This design comes from an exercise in tuning for small area, a short achievable clock period and few clock cycles on the open sky130 flow, not from production work. Where RTL was checked, it was by simulation tests only, not by an equivalence proof against the original.

==> inputs of job 3173 <==
==> flow/design.v <==
module raster_block (
    input  wire        clk,
    input  wire        rst,           
    input  wire        reg_valid,
    input  wire        reg_write,
    input  wire [5:0]  reg_addr,
    input  wire [31:0] reg_wdata,
    output reg  [31:0] reg_rdata,
    output wire        reg_berr,
    output wire        pix_re,
    output wire [15:0] pix_addr,
    input  wire [7:0]  pix_rdata,
    output wire        bmp_re,
    output wire        bmp_we,
    output wire [12:0] bmp_addr,
    output wire [7:0]  bmp_wdata,
    input  wire [7:0]  bmp_rdata,
    output wire        out_we,
    output wire [14:0] out_addr,
    output wire [7:0]  out_wdata,
    output wire        busy_o
);
    localparam [2:0] S_IDLE = 3'd0,
                     S_ILL  = 3'd1,    
                     S_MUL  = 3'd2,    
                     S_CHK  = 3'd3,    
                     S_RAST = 3'd4,    
                     S_ENC  = 3'd5;    
    localparam [3:0] E_NONE = 4'd0,  E_RSVD = 4'd1,  E_BADOP = 4'd2,
                     E_THRESH = 4'd3, E_WZERO = 4'd4, E_WALIGN = 4'd5,
                     E_HZERO = 4'd6, E_PIXCAP = 4'd7, E_BWZERO = 4'd8,
                     E_BWALIGN = 4'd9, E_BHZERO = 4'd10, E_BMPLEN = 4'd11,
                     E_OUTCAP = 4'd12;
    localparam [2:0] P_LIT = 3'd0, P_NUM = 3'd1, P_REG = 3'd2, P_LOOP = 3'd3,
                     P_END = 3'd4;
    reg [2:0]  st;
    reg        done, errf, ovr;
    reg [3:0]  ecode;
    reg [31:0] width, height, thresh, bmp_w, bmp_h;
    reg [14:0] out_len;
    reg [1:0]  op;         
    reg        ovf;        
    reg [13:0] t_len;      
    reg [15:0] p;          
    reg [15:0] ba;         
    reg [7:0]  acc;        
    reg        wv;         
    reg        rv;         
    reg        sub;        
    reg        ph;         
    reg [3:0]  dg;         
    reg [2:0]  k;          
    reg [5:0]  pc;         
    wire busy = (st != S_IDLE);
    assign busy_o = busy;
    wire rast = (op == 2'd1);
    wire zpl  = (op == 2'd3);
    wire addr_ok = (reg_addr[1:0] == 2'b00) && (reg_addr <= 6'h30);
    assign reg_berr = reg_valid && !addr_ok;
    wire wr = reg_valid && reg_write && addr_ok;
    reg [15:0] err16;
    always @(*) begin
        case (ecode)
            E_RSVD:    err16 = 16'hF105;
            E_BADOP:   err16 = 16'hF005;
            E_THRESH:  err16 = 16'h0101;
            E_WZERO:   err16 = 16'h0201;
            E_WALIGN:  err16 = 16'h0301;
            E_HZERO:   err16 = 16'h0401;
            E_PIXCAP:  err16 = 16'h0504;
            E_BWZERO:  err16 = 16'h1101;
            E_BWALIGN: err16 = 16'h1203;
            E_BHZERO:  err16 = 16'h1301;
            E_BMPLEN:  err16 = 16'h1403;
            E_OUTCAP:  err16 = 16'h3104;
            default:   err16 = 16'h0000;
        endcase
    end
    always @(*) begin
        case (reg_addr[5:2])
            4'd1:    reg_rdata = {28'd0, ovr, errf, done, busy};
            4'd2:    reg_rdata = {16'd0, err16};
            4'd3:    reg_rdata = width;
            4'd4:    reg_rdata = height;
            4'd5:    reg_rdata = thresh;
            4'd6:    reg_rdata = bmp_w;
            4'd7:    reg_rdata = bmp_h;
            4'd8:    reg_rdata = {3'd0, bmp_w[31:3]};
            4'd9:    reg_rdata = {17'd0, out_len};
            4'd10:   reg_rdata = 32'd65536;
            4'd11:   reg_rdata = 32'd8192;
            4'd12:   reg_rdata = 32'd16400;
            default: reg_rdata = 32'd0;
        endcase
    end
    wire [13:0] m_b = rast ? width[16:3]  : bmp_w[16:3];
    wire [13:0] m_h = rast ? height[13:0] : bmp_h[13:0];
    wire        m_big = rast ? ((|width[31:17]) || (|height[31:14]))
                             : ((|bmp_w[31:17]) || (|bmp_h[31:14]));
    wire [15:0] m_sum = {1'b0, t_len, 1'b0} + (m_h[dg] ? {2'b0, m_b} : 16'd0);
    wire [13:0] e_b = bmp_w[16:3];
    wire [2:0]  nd_w = 3'd1 + (e_b >= 14'd2) + (e_b >= 14'd13) + (e_b >= 14'd125) +
                       (e_b >= 14'd1250);
    wire [2:0]  nd_t = 3'd1 + (t_len >= 14'd10) + (t_len >= 14'd100) + (t_len >= 14'd1000);
    wire [2:0]  nd_b = 3'd1 + (e_b >= 14'd10) + (e_b >= 14'd100) + (e_b >= 14'd1000);
    wire [15:0] zpl_len = 16'd34 + {13'd0, nd_w} + {12'd0, nd_t, 1'b0} + {13'd0, nd_b} +
                          {1'b0, t_len, 1'b0};
    function [10:0] prog(input z, input [5:0] i);
        if (!z) begin
            case (i)
                6'd0:  prog = {P_LIT, 8'h1B};
                6'd1:  prog = {P_LIT, 8'h40};
                6'd2:  prog = {P_LIT, 8'h1B};
                6'd3:  prog = {P_LIT, 8'h61};
                6'd4:  prog = {P_LIT, 8'h01};
                6'd5:  prog = {P_LIT, 8'h1D};
                6'd6:  prog = {P_LIT, 8'h76};
                6'd7:  prog = {P_LIT, 8'h30};
                6'd8:  prog = {P_LIT, 8'h00};
                6'd9:  prog = {P_REG, 8'd0};
                6'd10: prog = {P_REG, 8'd1};
                6'd11: prog = {P_REG, 8'd2};
                6'd12: prog = {P_REG, 8'd3};
                6'd13: prog = {P_LOOP, 8'd0};
                6'd14: prog = {P_LIT, 8'h0A};
                6'd15: prog = {P_LIT, 8'h0A};
                6'd16: prog = {P_LIT, 8'h0A};
                6'd17: prog = {P_LIT, 8'h1D};
                6'd18: prog = {P_LIT, 8'h56};
                6'd19: prog = {P_LIT, 8'h00};
                default: prog = {P_END, 8'd0};
            endcase
        end else begin
            case (i)
                6'd0:  prog = {P_LIT, 8'h5E};    
                6'd1:  prog = {P_LIT, 8'h58};
                6'd2:  prog = {P_LIT, 8'h41};
                6'd3:  prog = {P_LIT, 8'h0A};
                6'd4:  prog = {P_LIT, 8'h5E};
                6'd5:  prog = {P_LIT, 8'h50};
                6'd6:  prog = {P_LIT, 8'h57};
                6'd7:  prog = {P_NUM, 8'd0};     
                6'd8:  prog = {P_LIT, 8'h0A};    
                6'd9:  prog = {P_LIT, 8'h5E};
                6'd10: prog = {P_LIT, 8'h4C};
                6'd11: prog = {P_LIT, 8'h48};
                6'd12: prog = {P_LIT, 8'h30};
                6'd13: prog = {P_LIT, 8'h2C};
                6'd14: prog = {P_LIT, 8'h30};
                6'd15: prog = {P_LIT, 8'h0A};
                6'd16: prog = {P_LIT, 8'h5E};
                6'd17: prog = {P_LIT, 8'h46};
                6'd18: prog = {P_LIT, 8'h4F};
                6'd19: prog = {P_LIT, 8'h30};
                6'd20: prog = {P_LIT, 8'h2C};
                6'd21: prog = {P_LIT, 8'h30};
                6'd22: prog = {P_LIT, 8'h0A};
                6'd23: prog = {P_LIT, 8'h5E};
                6'd24: prog = {P_LIT, 8'h47};
                6'd25: prog = {P_LIT, 8'h46};
                6'd26: prog = {P_LIT, 8'h41};
                6'd27: prog = {P_LIT, 8'h2C};
                6'd28: prog = {P_NUM, 8'd1};     
                6'd29: prog = {P_LIT, 8'h2C};
                6'd30: prog = {P_NUM, 8'd1};     
                6'd31: prog = {P_LIT, 8'h2C};
                6'd32: prog = {P_NUM, 8'd2};     
                6'd33: prog = {P_LIT, 8'h2C};
                6'd34: prog = {P_LOOP, 8'd0};    
                6'd35: prog = {P_LIT, 8'h0A};    
                6'd36: prog = {P_LIT, 8'h5E};
                6'd37: prog = {P_LIT, 8'h58};
                6'd38: prog = {P_LIT, 8'h5A};
                default: prog = {P_END, 8'd0};
            endcase
        end
    endfunction
    wire [10:0] pe = prog(zpl, pc);
    wire [2:0]  p_type = pe[10:8];
    wire [7:0]  p_byte = pe[7:0];
    reg [7:0] reg_byte;
    always @(*) begin
        case (p_byte[1:0])
            2'd0:    reg_byte = bmp_w[10:3];
            2'd1:    reg_byte = bmp_w[18:11];
            2'd2:    reg_byte = bmp_h[7:0];
            default: reg_byte = bmp_h[15:8];
        endcase
    end
    wire [15:0] num_val = (p_byte[1:0] == 2'd0) ? bmp_w[15:0] :
                          (p_byte[1:0] == 2'd1) ? {2'd0, t_len} : {3'd0, bmp_w[15:3]};
    wire [2:0]  num_nd  = (p_byte[1:0] == 2'd0) ? nd_w :
                          (p_byte[1:0] == 2'd1) ? nd_t : nd_b;
    reg [15:0] pow10;
    always @(*) begin
        case (k)
            3'd0:    pow10 = 16'd1;
            3'd1:    pow10 = 16'd10;
            3'd2:    pow10 = 16'd100;
            3'd3:    pow10 = 16'd1000;
            default: pow10 = 16'd10000;
        endcase
    end
    wire [16:0] ba_sub = {1'b0, ba} - {1'b0, pow10};
    wire        ba_ge  = !ba_sub[16];
    wire [15:0] ba_inc = ba + 16'd1;
    wire [16:0] p_inc  = {1'b0, p} + 17'd1;
    function [7:0] hex_char(input [3:0] n);
        hex_char = (n < 4'd10) ? {4'h3, n} : (8'h37 + {4'd0, n});
    endfunction
    wire r_read = (st == S_RAST) && !sub;
    wire e_read = (st == S_ENC) && (p_type == P_LOOP) && !sub;
    assign pix_re    = r_read;
    assign pix_addr  = p;
    assign bmp_re    = e_read;
    assign bmp_we    = wv && rast;
    assign bmp_addr  = ba[12:0];
    assign bmp_wdata = acc;
    assign out_we    = wv && !rast;
    assign out_addr  = p[14:0];
    assign out_wdata = acc;
    always @(posedge clk) begin
        if (rst) begin
            st      <= S_IDLE;
            done    <= 1'b0;
            errf    <= 1'b0;
            ovr     <= 1'b0;
            ecode   <= E_NONE;
            width   <= 32'd0;
            height  <= 32'd0;
            thresh  <= 32'd0;
            bmp_w   <= 32'd0;
            bmp_h   <= 32'd0;
            out_len <= 15'd0;
            wv      <= 1'b0;
            rv      <= 1'b0;
        end else begin
            wv <= 1'b0;
            rv <= r_read || e_read;
            if (wr) begin
                case (reg_addr[5:2])
                    4'd0:
                        if (busy) begin
                            ovr <= 1'b1;
                        end else begin
                            done  <= 1'b0;
                            errf  <= 1'b0;
                            ecode <= E_NONE;
                            t_len <= 14'd0;
                            ovf   <= 1'b0;
                            dg    <= 4'd13;
                            if (reg_wdata[31:2] == 30'd0 && reg_wdata[1:0] != 2'd0) begin
                                op <= reg_wdata[1:0];
                                st <= S_MUL;
                            end else begin
                                op <= {1'b0, reg_wdata[31:8] != 24'd0};
                                st <= S_ILL;
                            end
                        end
                    4'd1: begin
                        if (reg_wdata[1]) done <= 1'b0;
                        if (reg_wdata[2]) errf <= 1'b0;
                        if (reg_wdata[3]) ovr  <= 1'b0;
                    end
                    4'd3: if (!busy) width  <= reg_wdata;
                    4'd4: if (!busy) height <= reg_wdata;
                    4'd5: if (!busy) thresh <= reg_wdata;
                    4'd6: if (!busy) bmp_w  <= reg_wdata;
                    4'd7: if (!busy) bmp_h  <= reg_wdata;
                    default: ;
                endcase
            end
            case (st)
                S_ILL: begin
                    st    <= S_IDLE;
                    errf  <= 1'b1;
                    ecode <= op[0] ? E_RSVD : E_BADOP;
                end
                S_MUL: begin
                    t_len <= m_sum[13:0];
                    if (m_sum > 16'd8192) ovf <= 1'b1;
                    dg <= dg - 4'd1;
                    if (dg == 4'd0) st <= S_CHK;
                end
                S_CHK: begin
                    p   <= 16'd0;
                    ba  <= 16'd0;
                    pc  <= 6'd0;
                    sub <= 1'b0;
                    ph  <= 1'b0;
                    if (rast) begin
                        st   <= S_IDLE;
                        errf <= 1'b1;
                        if (|thresh[31:8])          ecode <= E_THRESH;
                        else if (width == 32'd0)    ecode <= E_WZERO;
                        else if (|width[2:0])       ecode <= E_WALIGN;
                        else if (height == 32'd0)   ecode <= E_HZERO;
                        else if (ovf || m_big)      ecode <= E_PIXCAP;
                        else begin
                            errf <= 1'b0;
                            st   <= S_RAST;
                        end
                    end else begin
                        st      <= S_IDLE;
                        errf    <= 1'b1;
                        out_len <= 15'd0;
                        if (bmp_w == 32'd0)         ecode <= E_BWZERO;
                        else if (|bmp_w[2:0])       ecode <= E_BWALIGN;
                        else if (bmp_h == 32'd0)    ecode <= E_BHZERO;
                        else if (ovf || m_big)      ecode <= E_BMPLEN;
                        else if (zpl && zpl_len > 16'd16400) ecode <= E_OUTCAP;
                        else begin
                            errf    <= 1'b0;
                            out_len <= out_len;
                            st      <= S_ENC;
                        end
                    end
                end
                S_RAST: begin
                    if (!sub) begin
                        p <= p_inc[15:0];
                        if (p_inc == {t_len, 3'b000}) sub <= 1'b1;
                    end
                    if (rv) begin
                        acc <= {acc[6:0], pix_rdata < thresh[7:0]};
                        wv  <= (p[2:0] == 3'd0);
                    end
                    if (wv) begin
                        ba <= ba_inc;
                        if (ba_inc == {2'd0, t_len}) begin
                            bmp_w <= width;
                            bmp_h <= height;
                            done  <= 1'b1;
                            st    <= S_IDLE;
                        end
                    end
                end
                S_ENC: begin
                    if (wv) p <= p_inc[15:0];
                    case (p_type)
                        P_LIT: begin
                            acc <= p_byte;
                            wv  <= 1'b1;
                            pc  <= pc + 6'd1;
                        end
                        P_REG: begin
                            acc <= reg_byte;
                            wv  <= 1'b1;
                            pc  <= pc + 6'd1;
                        end
                        P_NUM: begin
                            if (!sub) begin
                                ba  <= num_val;
                                k   <= num_nd - 3'd1;
                                dg  <= 4'd0;
                                sub <= 1'b1;
                            end else if (ba_ge) begin
                                ba <= ba_sub[15:0];
                                dg <= dg + 4'd1;
                            end else begin
                                acc <= {4'h3, dg};
                                wv  <= 1'b1;
                                dg  <= 4'd0;
                                k   <= k - 3'd1;
                                if (k == 3'd0) begin
                                    sub <= 1'b0;
                                    pc  <= pc + 6'd1;
                                end
                            end
                        end
                        P_LOOP: begin
                            if (!sub) begin
                                if (zpl) begin
                                    ph <= !ph;
                                    if (ph) begin
                                        ba <= ba_inc;
                                        if (ba_inc == {2'd0, t_len}) sub <= 1'b1;
                                    end
                                end else begin
                                    ba <= ba_inc;
                                    if (ba_inc == {2'd0, t_len}) sub <= 1'b1;
                                end
                            end else begin
                                sub <= 1'b0;
                                pc  <= pc + 6'd1;
                            end
                            if (rv) begin
                                acc <= zpl ? hex_char(ph ? bmp_rdata[7:4] : bmp_rdata[3:0])
                                           : bmp_rdata;
                                wv  <= 1'b1;
                            end
                        end
                        default: begin
                            out_len <= p_inc[14:0];
                            done    <= 1'b1;
                            st      <= S_IDLE;
                        end
                    endcase
                end
                default: ;
            endcase
        end
    end
endmodule
==> flow/run.sh <==
#!/bin/bash
# synth_recipe.tcl (not shown) runs the flow's synth.tcl, then flattens the netlist and writes it again
# the make line also repeats each setting of config.mk as NAME=value (left out here)
make -C /OpenROAD-flow-scripts/flow DESIGN_CONFIG=/design/flow/config.mk WORK_HOME=/design/flow/orfs CLKGATE_MAP_FILE= SYNTH_SCRIPT=/design/flow/synth_recipe.tcl finish
==> flow/config.mk <==
export PLATFORM = sky130hd
export DESIGN_NAME = raster_block
export DESIGN_NICKNAME = raster_block
export VERILOG_FILES = /design/flow/design.v
export SDC_FILE = /design/flow/constraint.sdc
export NUM_CORES = 4
export LEC_CHECK = 0
export CAP_MARGIN = 20
export CORE_MARGIN = 2
export CORE_UTILIZATION = 40
export PLACE_DENSITY = 0.6
export SLEW_MARGIN = 20
==> flow/constraint.sdc <==
create_clock -name core_clock -period 11.0 [get_ports {clk}]
set_input_delay 2.2000 -clock core_clock [delete_from_list [all_inputs] [get_ports {clk}]]
set_output_delay 2.2000 -clock core_clock [all_outputs]
set_load 0.01 [all_outputs]
==> job 267 (differences from job 3173) <==
--- a/flow/design.v
+++ b/flow/design.v
@@ -48,6 +48,7 @@
     reg        rv;         
     reg        sub;        
     reg        ph;         
+    reg        nz;         
     reg [3:0]  dg;         
     reg [2:0]  k;          
     reg [5:0]  pc;         
@@ -58,24 +59,18 @@
     wire addr_ok = (reg_addr[1:0] == 2'b00) && (reg_addr <= 6'h30);
     assign reg_berr = reg_valid && !addr_ok;
     wire wr = reg_valid && reg_write && addr_ok;
-    reg [15:0] err16;
-    always @(*) begin
-        case (ecode)
-            E_RSVD:    err16 = 16'hF105;
-            E_BADOP:   err16 = 16'hF005;
-            E_THRESH:  err16 = 16'h0101;
-            E_WZERO:   err16 = 16'h0201;
-            E_WALIGN:  err16 = 16'h0301;
-            E_HZERO:   err16 = 16'h0401;
-            E_PIXCAP:  err16 = 16'h0504;
-            E_BWZERO:  err16 = 16'h1101;
-            E_BWALIGN: err16 = 16'h1203;
-            E_BHZERO:  err16 = 16'h1301;
-            E_BMPLEN:  err16 = 16'h1403;
-            E_OUTCAP:  err16 = 16'h3104;
-            default:   err16 = 16'h0000;
-        endcase
-    end
+    wire [15:0] err16 = (ecode == E_RSVD)    ? 16'hF105 :
+                        (ecode == E_BADOP)   ? 16'hF005 :
+                        (ecode == E_THRESH)  ? 16'h0101 :
+                        (ecode == E_WZERO)   ? 16'h0201 :
+                        (ecode == E_WALIGN)  ? 16'h0301 :
+                        (ecode == E_HZERO)   ? 16'h0401 :
+                        (ecode == E_PIXCAP)  ? 16'h0504 :
+                        (ecode == E_BWZERO)  ? 16'h1101 :
+                        (ecode == E_BWALIGN) ? 16'h1203 :
+                        (ecode == E_BHZERO)  ? 16'h1301 :
+                        (ecode == E_BMPLEN)  ? 16'h1403 :
+                        (ecode == E_OUTCAP)  ? 16'h3104 : 16'h0000;
     always @(*) begin
         case (reg_addr[5:2])
             4'd1:    reg_rdata = {28'd0, ovr, errf, done, busy};
@@ -99,12 +94,11 @@
                              : ((|bmp_w[31:17]) || (|bmp_h[31:14]));
     wire [15:0] m_sum = {1'b0, t_len, 1'b0} + (m_h[dg] ? {2'b0, m_b} : 16'd0);
     wire [13:0] e_b = bmp_w[16:3];
-    wire [2:0]  nd_w = 3'd1 + (e_b >= 14'd2) + (e_b >= 14'd13) + (e_b >= 14'd125) +
-                       (e_b >= 14'd1250);
-    wire [2:0]  nd_t = 3'd1 + (t_len >= 14'd10) + (t_len >= 14'd100) + (t_len >= 14'd1000);
-    wire [2:0]  nd_b = 3'd1 + (e_b >= 14'd10) + (e_b >= 14'd100) + (e_b >= 14'd1000);
-    wire [15:0] zpl_len = 16'd34 + {13'd0, nd_w} + {12'd0, nd_t, 1'b0} + {13'd0, nd_b} +
-                          {1'b0, t_len, 1'b0};
+    wire zpl_long = (t_len >= 14'd8179) ||
+                    (t_len == 14'd8178 && e_b >= 14'd2) ||
+                    (t_len == 14'd8177 && e_b >= 14'd13) ||
+                    (t_len == 14'd8176 && e_b >= 14'd125) ||
+                    (t_len == 14'd8175 && e_b >= 14'd1250);
     function [10:0] prog(input z, input [5:0] i);
         if (!z) begin
             case (i)
@@ -189,8 +183,6 @@
     end
     wire [15:0] num_val = (p_byte[1:0] == 2'd0) ? bmp_w[15:0] :
                           (p_byte[1:0] == 2'd1) ? {2'd0, t_len} : {3'd0, bmp_w[15:3]};
-    wire [2:0]  num_nd  = (p_byte[1:0] == 2'd0) ? nd_w :
-                          (p_byte[1:0] == 2'd1) ? nd_t : nd_b;
     reg [15:0] pow10;
     always @(*) begin
         case (k)
@@ -201,9 +193,10 @@
             default: pow10 = 16'd10000;
         endcase
     end
-    wire [16:0] ba_sub = {1'b0, ba} - {1'b0, pow10};
-    wire        ba_ge  = !ba_sub[16];
-    wire [15:0] ba_inc = ba + 16'd1;
+    wire        numst  = (p_type == P_NUM);
+    wire [16:0] ba_add = {1'b0, ba} + {1'b0, numst ? ~pow10 : 16'd0} + 17'd1;
+    wire [15:0] ba_inc = ba_add[15:0];
+    wire        ba_ge  = ba_add[16];
     wire [16:0] p_inc  = {1'b0, p} + 17'd1;
     function [7:0] hex_char(input [3:0] n);
         hex_char = (n < 4'd10) ? {4'h3, n} : (8'h37 + {4'd0, n});
@@ -308,7 +301,7 @@
                         else if (|bmp_w[2:0])       ecode <= E_BWALIGN;
                         else if (bmp_h == 32'd0)    ecode <= E_BHZERO;
                         else if (ovf || m_big)      ecode <= E_BMPLEN;
-                        else if (zpl && zpl_len > 16'd16400) ecode <= E_OUTCAP;
+                        else if (zpl && zpl_long)   ecode <= E_OUTCAP;
                         else begin
                             errf    <= 1'b0;
                             out_len <= out_len;
@@ -351,15 +344,19 @@
                         P_NUM: begin
                             if (!sub) begin
                                 ba  <= num_val;
-                                k   <= num_nd - 3'd1;
+                                k   <= (p_byte[1:0] == 2'd0) ? 3'd4 : 3'd3;
                                 dg  <= 4'd0;
+                                nz  <= 1'b0;
                                 sub <= 1'b1;
                             end else if (ba_ge) begin
-                                ba <= ba_sub[15:0];
+                                ba <= ba_add[15:0];
                                 dg <= dg + 4'd1;
                             end else begin
                                 acc <= {4'h3, dg};
-                                wv  <= 1'b1;
+                                if (dg != 4'd0 || nz || k == 3'd0) begin
+                                    wv <= 1'b1;
+                                    nz <= 1'b1;
+                                end
                                 dg  <= 4'd0;
                                 k   <= k - 3'd1;
                                 if (k == 3'd0) begin
- SETUP_SLACK_MARGIN: default -> 4
==> job 2949 (differences from job 3173) <==
--- a/flow/design.v
+++ b/flow/design.v
@@ -48,6 +48,7 @@
     reg        rv;         
     reg        sub;        
     reg        ph;         
+    reg        nz;         
     reg [3:0]  dg;         
     reg [2:0]  k;          
     reg [5:0]  pc;         
@@ -58,24 +59,18 @@
     wire addr_ok = (reg_addr[1:0] == 2'b00) && (reg_addr <= 6'h30);
     assign reg_berr = reg_valid && !addr_ok;
     wire wr = reg_valid && reg_write && addr_ok;
-    reg [15:0] err16;
-    always @(*) begin
-        case (ecode)
-            E_RSVD:    err16 = 16'hF105;
-            E_BADOP:   err16 = 16'hF005;
-            E_THRESH:  err16 = 16'h0101;
-            E_WZERO:   err16 = 16'h0201;
-            E_WALIGN:  err16 = 16'h0301;
-            E_HZERO:   err16 = 16'h0401;
-            E_PIXCAP:  err16 = 16'h0504;
-            E_BWZERO:  err16 = 16'h1101;
-            E_BWALIGN: err16 = 16'h1203;
-            E_BHZERO:  err16 = 16'h1301;
-            E_BMPLEN:  err16 = 16'h1403;
-            E_OUTCAP:  err16 = 16'h3104;
-            default:   err16 = 16'h0000;
-        endcase
-    end
+    wire [15:0] err16 = (ecode == E_RSVD)    ? 16'hF105 :
+                        (ecode == E_BADOP)   ? 16'hF005 :
+                        (ecode == E_THRESH)  ? 16'h0101 :
+                        (ecode == E_WZERO)   ? 16'h0201 :
+                        (ecode == E_WALIGN)  ? 16'h0301 :
+                        (ecode == E_HZERO)   ? 16'h0401 :
+                        (ecode == E_PIXCAP)  ? 16'h0504 :
+                        (ecode == E_BWZERO)  ? 16'h1101 :
+                        (ecode == E_BWALIGN) ? 16'h1203 :
+                        (ecode == E_BHZERO)  ? 16'h1301 :
+                        (ecode == E_BMPLEN)  ? 16'h1403 :
+                        (ecode == E_OUTCAP)  ? 16'h3104 : 16'h0000;
     always @(*) begin
         case (reg_addr[5:2])
             4'd1:    reg_rdata = {28'd0, ovr, errf, done, busy};
@@ -99,12 +94,11 @@
                              : ((|bmp_w[31:17]) || (|bmp_h[31:14]));
     wire [15:0] m_sum = {1'b0, t_len, 1'b0} + (m_h[dg] ? {2'b0, m_b} : 16'd0);
     wire [13:0] e_b = bmp_w[16:3];
-    wire [2:0]  nd_w = 3'd1 + (e_b >= 14'd2) + (e_b >= 14'd13) + (e_b >= 14'd125) +
-                       (e_b >= 14'd1250);
-    wire [2:0]  nd_t = 3'd1 + (t_len >= 14'd10) + (t_len >= 14'd100) + (t_len >= 14'd1000);
-    wire [2:0]  nd_b = 3'd1 + (e_b >= 14'd10) + (e_b >= 14'd100) + (e_b >= 14'd1000);
-    wire [15:0] zpl_len = 16'd34 + {13'd0, nd_w} + {12'd0, nd_t, 1'b0} + {13'd0, nd_b} +
-                          {1'b0, t_len, 1'b0};
+    wire zpl_long = (t_len >= 14'd8179) ||
+                    (t_len == 14'd8178 && e_b >= 14'd2) ||
+                    (t_len == 14'd8177 && e_b >= 14'd13) ||
+                    (t_len == 14'd8176 && e_b >= 14'd125) ||
+                    (t_len == 14'd8175 && e_b >= 14'd1250);
     function [10:0] prog(input z, input [5:0] i);
         if (!z) begin
             case (i)
@@ -189,8 +183,6 @@
     end
     wire [15:0] num_val = (p_byte[1:0] == 2'd0) ? bmp_w[15:0] :
                           (p_byte[1:0] == 2'd1) ? {2'd0, t_len} : {3'd0, bmp_w[15:3]};
-    wire [2:0]  num_nd  = (p_byte[1:0] == 2'd0) ? nd_w :
-                          (p_byte[1:0] == 2'd1) ? nd_t : nd_b;
     reg [15:0] pow10;
     always @(*) begin
         case (k)
@@ -201,9 +193,10 @@
             default: pow10 = 16'd10000;
         endcase
     end
-    wire [16:0] ba_sub = {1'b0, ba} - {1'b0, pow10};
-    wire        ba_ge  = !ba_sub[16];
-    wire [15:0] ba_inc = ba + 16'd1;
+    wire        numst  = (p_type == P_NUM);
+    wire [16:0] ba_add = {1'b0, ba} + {1'b0, numst ? ~pow10 : 16'd0} + 17'd1;
+    wire [15:0] ba_inc = ba_add[15:0];
+    wire        ba_ge  = ba_add[16];
     wire [16:0] p_inc  = {1'b0, p} + 17'd1;
     function [7:0] hex_char(input [3:0] n);
         hex_char = (n < 4'd10) ? {4'h3, n} : (8'h37 + {4'd0, n});
@@ -308,7 +301,7 @@
                         else if (|bmp_w[2:0])       ecode <= E_BWALIGN;
                         else if (bmp_h == 32'd0)    ecode <= E_BHZERO;
                         else if (ovf || m_big)      ecode <= E_BMPLEN;
-                        else if (zpl && zpl_len > 16'd16400) ecode <= E_OUTCAP;
+                        else if (zpl && zpl_long)   ecode <= E_OUTCAP;
                         else begin
                             errf    <= 1'b0;
                             out_len <= out_len;
@@ -351,15 +344,19 @@
                         P_NUM: begin
                             if (!sub) begin
                                 ba  <= num_val;
-                                k   <= num_nd - 3'd1;
+                                k   <= (p_byte[1:0] == 2'd0) ? 3'd4 : 3'd3;
                                 dg  <= 4'd0;
+                                nz  <= 1'b0;
                                 sub <= 1'b1;
                             end else if (ba_ge) begin
-                                ba <= ba_sub[15:0];
+                                ba <= ba_add[15:0];
                                 dg <= dg + 4'd1;
                             end else begin
                                 acc <= {4'h3, dg};
-                                wv  <= 1'b1;
+                                if (dg != 4'd0 || nz || k == 3'd0) begin
+                                    wv <= 1'b1;
+                                    nz <= 1'b1;
+                                end
                                 dg  <= 4'd0;
                                 k   <= k - 3'd1;
                                 if (k == 3'd0) begin
- SETUP_SLACK_MARGIN: default -> 5
==> summary.md <==
| Metric | Value |
|---|---|
| CP endpoint | `reg_rdata[27]` |
| GP Congestion | `0.9702` |
| Status | `timing/DRC/antenna clean` |
| Vias | `between 15000 and 20000` |
| Mapped Cells | `approximately 2300` |
| Post-synthesis compound-gate area fraction | `0.2382` |
| Number of enable flip-flop cells after synthesis | `73` |
| Drt via density | `between 6 and 7` |
# the run above: job 2949

==> summary.md <==
| Metric | Value |
|---|---|
| Status | `timing/DRC/antenna clean` |
| GP Congestion | `around 0.95` |
| Post-synthesis compound-gate area fraction | `0.2279` |
| Mapped Cells | `2448` |
| Drt via density | `6.235` |
| Vias | `19750` |
# the run above: job 3173

==> summary.md <==
| Metric | Value |
|---|---|
| Post-synthesis compound-gate area fraction | `0.2382` |
| Number of enable flip-flop cells after synthesis | `73` |
| Status | `timing/DRC/antenna clean` |
| CP endpoint | `reg_rdata[16]` |
| CTS max path bufs | `3` |
| Vias | `around 19000` |
| Xor and xnor area share after synthesis | `0.04035` |
| Drt via density | `about 6.3` |
# the run above: job 267

Testbench counts of job 3173, summed over its fixed seeds: cycles 1,107,080.
Only the layout flow was run in job 267 and job 2949; the RTL was not checked for function there.

-- separate check: timing with driven ports --
In the flow no input, the clock included, has a driving cell. The finished layouts below were timed again as built, in two steps.
Step 1 (the two cells are an assumption about what drives the block):
set clk [get_ports {clk}]
set_driving_cell -lib_cell sky130_fd_sc_hd__clkbuf_16 $clk
set_driving_cell -lib_cell sky130_fd_sc_hd__buf_2 [delete_from_list [all_inputs] $clk]
Step 2 times the ports against the registers' clock, not the clock port: input delays grow and output delays shrink by t, the midpoint of the rising clock arrivals with the driver on.
Slacks: ideal ports / drivers / drivers and shift; pairs: ideal ports / drivers.
run	shift t [ns]	slack for setup (ns)	worst hold slack (ns)	worst setup path at the end	pins driven straight from the clock port
job 3173	0.623	3.618 / 3.575 / 3.575	0.455 / 0.455 / 0.455	input to output	1
job 267	0.611	4.114 / 4.051 / 4.051	0.473 / 0.473 / 0.473	input to output	1
job 2949	0.612	5.027 / 4.974 / 4.974	0.475 / 0.475 / 0.475	input to output	1
After both steps every run listed still meets setup and hold. For job 267, which loses most, drivers alone change the setup slack by -0.063 ns; drivers and shift together by -0.063 ns.
